Context: an optimization exercise on an open-source flow, tuned for small area. The choices shown serve that exercise and are no tape-out recipe.
At most, simulation tests tie the RTL to the original design; equivalence was not proved.
Power figures rest on the tool's default switching activity, not on a simulated workload.

==> inputs of trial 77 <==
==> flow/design.v (excerpt) <==
module ltc_rel #(
    parameter integer ACK_TIMEOUT_TICKS = 50,
    parameter integer MAX_RETRIES       = 3
) (
    input  wire        clk,
    input  wire        rst,             
    input  wire        op_valid,
    output wire        op_ready,
    input  wire [2:0]  op_code,
    input  wire [3:0]  op_ch,
    input  wire [7:0]  op_seq,
    input  wire [1:0]  op_pri,
    input  wire        op_qfull,        
    output wire        res_valid,       
    output wire        res_accepted,
    output wire [7:0]  res_seq,
    output wire        ev_valid,
    output wire        ev_fail,         
    output wire [3:0]  ev_ch,
    output wire [7:0]  ev_seq,
    output wire [1:0]  ev_pri,
    output wire [11:0] st_timeouts,
    output wire [11:0] st_retries,
    output wire [4:0]  st_pending
);
Settings: LEC_CHECK=0, CAP_MARGIN=20, CORE_MARGIN=2, CORE_UTILIZATION=40, SLEW_MARGIN=20; clock period 9.0 ns.
run.sh (not shown) runs the stock make flow with config.mk's settings and CLKGATE_MAP_FILE= SYNTH_SCRIPT=/design/flow/synth_recipe.tcl, a recipe that flattens the netlist after the stock synthesis.
==> build 91: changes against trial 77 <==
--- a/flow/design.v
+++ b/flow/design.v
@@ -43,86 +43,82 @@
     localparam [2:0] OP_ACK    = 3'd1;
     localparam [2:0] OP_NACK   = 3'd2;
     localparam [2:0] OP_TICK   = 3'd3;
     localparam [2:0] OP_SWEEP  = 3'd4;
     localparam [2:0] OP_FLUSH  = 3'd5;
+    localparam [5:0] HOLE  = 6'd0;
+    localparam [5:0] AGE0  = 6'b000001;
+    localparam [5:0] AGE50 = 6'b110101;     
     reg [3:0]  ph;                   
     reg        clr;                  
     reg        busy;
     reg [2:0]  opc;                  
     reg [1:0]  rnd;                  
     reg        d;                    
-    reg [5:0]  now;                  
-    reg [4:0]  lc;                   
     reg [4:0]  n;                    
     reg [3:0]  ch;                   
     reg [7:0]  sq;                   
     reg [1:0]  pri;
     reg        okr;                  
-    reg        apd;                  
     reg [3:0]  r_ch [0:DEPTH-1];
     reg [7:0]  r_sq [0:DEPTH-1];
     reg [1:0]  r_pr [0:DEPTH-1];
-    reg [5:0]  r_ts [0:DEPTH-1];
+    reg [5:0]  r_ag [0:DEPTH-1];
     reg [1:0]  r_rt [0:DEPTH-1];
-    reg        r_v  [0:DEPTH-1];
     reg [7:0]  q [0:15];
     wire is_sub  = (opc == OP_SUBMIT);
     wire is_ack  = (opc == OP_ACK);
     wire is_nack = (opc == OP_NACK);
-    wire is_swp  = (opc == OP_TICK) || (opc == OP_SWEEP);
+    wire is_tick = (opc == OP_TICK);
     wire is_flu  = (opc == OP_FLUSH);
     wire ph15 = (ph == 4'd15);
     wire last = is_sub ? (rnd == 2'd2) : (rnd == 2'd1);
     assign op_ready = ph15 && (!busy || last);
     wire accept = op_valid && op_ready;
     wire pass = busy && (is_sub ? (rnd == 2'd1) : (rnd == 2'd0));
-    wire [4:0] t = {1'b0, ph};
-    wire r0_in = (t < lc);
-    wire skip  = pass && !d && r0_in && !r_v[0];
-    wire [4:0] lce = lc - {4'd0, skip};
-    wire s_in  = (t < lce);
+    wire v0    = (r_ag[0] != HOLE);
+    wire v1    = (r_ag[1] != HOLE);
+    wire skip  = pass && !d && !v0;
     wire sel1  = d || skip;
     wire [3:0] s_ch = sel1 ? r_ch[1] : r_ch[0];
     wire [7:0] s_sq = sel1 ? r_sq[1] : r_sq[0];
     wire [1:0] s_pr = sel1 ? r_pr[1] : r_pr[0];
-    wire [5:0] s_ts = sel1 ? r_ts[1] : r_ts[0];
+    wire [5:0] s_ag = sel1 ? r_ag[1] : r_ag[0];
     wire [1:0] s_rt = sel1 ? r_rt[1] : r_rt[0];
-    wire       s_v  = s_in && (sel1 ? r_v[1] : r_v[0]);
-    wire [5:0] age  = now - s_ts;
-    wire expd   = (age > ACK_TIMEOUT_TICKS);
-    wire rt_max = (s_rt == MAX_RETRIES);
-    wire key    = (s_ch == ch) && (s_sq == sq);
+    wire       s_v  = sel1 ? (v1 && !ph15) : v0;
+    wire [5:0] age_nx = {s_ag[4:0], s_ag[5] ^ s_ag[4]};
+    wire [5:0] age1   = (pass && is_tick) ? age_nx : s_ag;
+    wire       expd   = (s_ag == AGE50);
+    wire       rt_max = (s_rt == MAX_RETRIES);
+    wire       key    = (s_ch == ch) && (s_sq == sq);
     wire hitk    = pass && s_v && key;
-    wire act_swp = pass && is_swp && s_v && expd;
+    wire act_swp = pass && is_tick && s_v && expd;
     wire retx    = ((is_nack && hitk) || act_swp) && !rt_max;
     wire del_ev  = ((is_nack && hitk) || act_swp) && rt_max || (pass && is_flu && s_v);
     wire del     = del_ev || (is_ack && hitk);
     wire dup     = is_sub && hitk;
-    wire app     = pass && is_sub && okr && !apd && !s_in && (t == lce);
+    wire app     = pass && is_sub && okr && ph15 && !s_v;
+    wire       keep = s_v && !del && !clr;
     wire [3:0] f_ch = app ? ch  : s_ch;
     wire [7:0] f_sq = app ? sq  : s_sq;
     wire [1:0] f_pr = app ? pri : s_pr;
-    wire [5:0] f_ts = (app || retx) ? now : s_ts;
+    wire [5:0] f_ag = (app || retx) ? AGE0 : (keep ? age1 : HOLE);
     wire [1:0] f_rt = app ? 2'd0 : (retx ? s_rt + 2'd1 : s_rt);
-    wire       f_v  = app || (s_v && !del);
     integer i;
     always @(posedge clk) begin
         for (i = 0; i < DEPTH - 1; i = i + 1) begin
             r_ch[i] <= r_ch[i+1];
             r_sq[i] <= r_sq[i+1];
             r_pr[i] <= r_pr[i+1];
-            r_ts[i] <= r_ts[i+1];
+            r_ag[i] <= r_ag[i+1];
             r_rt[i] <= r_rt[i+1];
-            r_v[i]  <= r_v[i+1];
         end
         r_ch[DEPTH-1] <= f_ch;
         r_sq[DEPTH-1] <= f_sq;
         r_pr[DEPTH-1] <= f_pr;
-        r_ts[DEPTH-1] <= f_ts;
+        r_ag[DEPTH-1] <= f_ag;
         r_rt[DEPTH-1] <= f_rt;
-        r_v[DEPTH-1]  <= f_v;
     end
     wire at_ch   = (ph == ch);
     wire capture = busy && is_sub && (rnd == 2'd0) && at_ch;
     wire seq_inc = busy && is_sub && (rnd == 2'd2) && okr && at_ch;
     wire [7:0] g = clr ? 8'd0 : (seq_inc ? sq + 8'd1 : q[0]);
@@ -135,52 +131,43 @@
         if (rst) begin
             ph   <= 4'd0;
             clr  <= 1'b1;
             busy <= 1'b0;
             d    <= 1'b0;
-            now  <= 6'd0;
-            lc   <= 5'd0;
             n    <= 5'd0;
         end else begin
             ph <= ph + 4'd1;
             if (ph15) begin
                 clr <= 1'b0;
                 d   <= 1'b0;
                 if (accept) begin
-                    busy <= (op_code <= OP_FLUSH);
+                    busy <= (op_code <= OP_FLUSH) && (op_code != OP_SWEEP);
                     opc  <= op_code;
                     rnd  <= 2'd0;
-                    if (op_code == OP_TICK)
-                        now <= now + 6'd1;
                 end else if (busy) begin
                     if (last)
                         busy <= 1'b0;
                     else
                         rnd <= rnd + 2'd1;
                 end
             end else if (skip) begin
                 d <= 1'b1;
             end
-            if (pass)
-                lc <= lce + {4'd0, app};
             n <= n + {4'd0, app} - {4'd0, del};
         end
     end
     always @(posedge clk) begin
         if (accept) begin
             ch  <= op_ch;
             sq  <= op_seq;
             pri <= op_pri;
             okr <= !op_qfull && (n != DEPTH);
-            apd <= 1'b0;
         end else begin
             if (capture)
                 sq <= q[0];
             if (dup)
                 okr <= 1'b0;
-            if (app)
-                apd <= 1'b1;
         end
     end
     assign res_valid    = busy && is_sub && (rnd == 2'd2) && ph15;
     assign res_accepted = okr;
     assign res_seq      = sq;
CTS_CLUSTER_DIAMETER = 60   (was default)
CTS_CLUSTER_SIZE = 30   (was default)
==> run notes <==
| item | trial 77 | build 91 |
|---|---|---|
| Number of unique standard cell types used by synthesis | 67 | 62 |
| Synth Register Bits | 564 | 536 |
| Register share of the cell area | 63.9% | 68.2% |
| Power share of the clock group | 45.4% | 38.7% |
| Final Cell Area | 18000 µm² | 16000 µm² |
| Total GRT Usage | 13.0% | 12.1% |
| Final worst-path cycle share | 91.4% | 65.9% |
| Std-Cell Rows | 70 | 67 |
| GRT met3 Usage | 3.12% | 2.37% |
| Die ar. | 39100 µm² | 35800 µm² |
| Share of synthesized cell area in full adder, half adder and majority cells | 2.62% | 1.51% |
| Longest individual stage delay on the worst path | 0.58 ns | 0.51 ns |
| Sequential Area | 11500 µm² | 10900 µm² |
| Area of the placeable core | 36800 µm² | 33600 µm² |
| Clock buffers created by TritonCTS | 51 | 29 |
| Status | complete, no violations | complete, no violations |
| First-iteration detailed-routing DRC count | 245 | 239 |
| Synthesis Warnings | 9 | 8 |
| Clock network power | 2.11 mW | 1.52 mW |
| Number of signal-net inverters in the final layout | 38 | 25 |
For build 91, only the layout was checked, not whether the RTL still works.

==> port drivers added, routing unchanged <==
No port has a modelled driver above. Below, the same layouts with a new extraction and two added sets of constraints.
Step 1 assumes that a clkbuf_16 drives the clock port and a buf_2 every other input.
Step 2 adds t to the input delays and takes it off the output delays; t is the mean of the earliest and latest rising clock arrival at the registers after step 1. Input paths then give back, and output paths get back, about the clock's delay inside the block.
Three values: ideal ports, drivers, drivers and shift; two values: the first two.
run	t (ns)	setup WS [ns]	worst setup path after step 2	slew at the worst register clock pin (ns)	worst data-port slew with drivers (ns)
trial 77	0.598	0.775 / 0.728 / 1.326	register to output	0.07 / 0.07	0.04
build 91	0.605	3.066 / 3.018 / 3.624	register to output	0.11 / 0.11	0.08
After both steps every run listed still meets setup and hold.
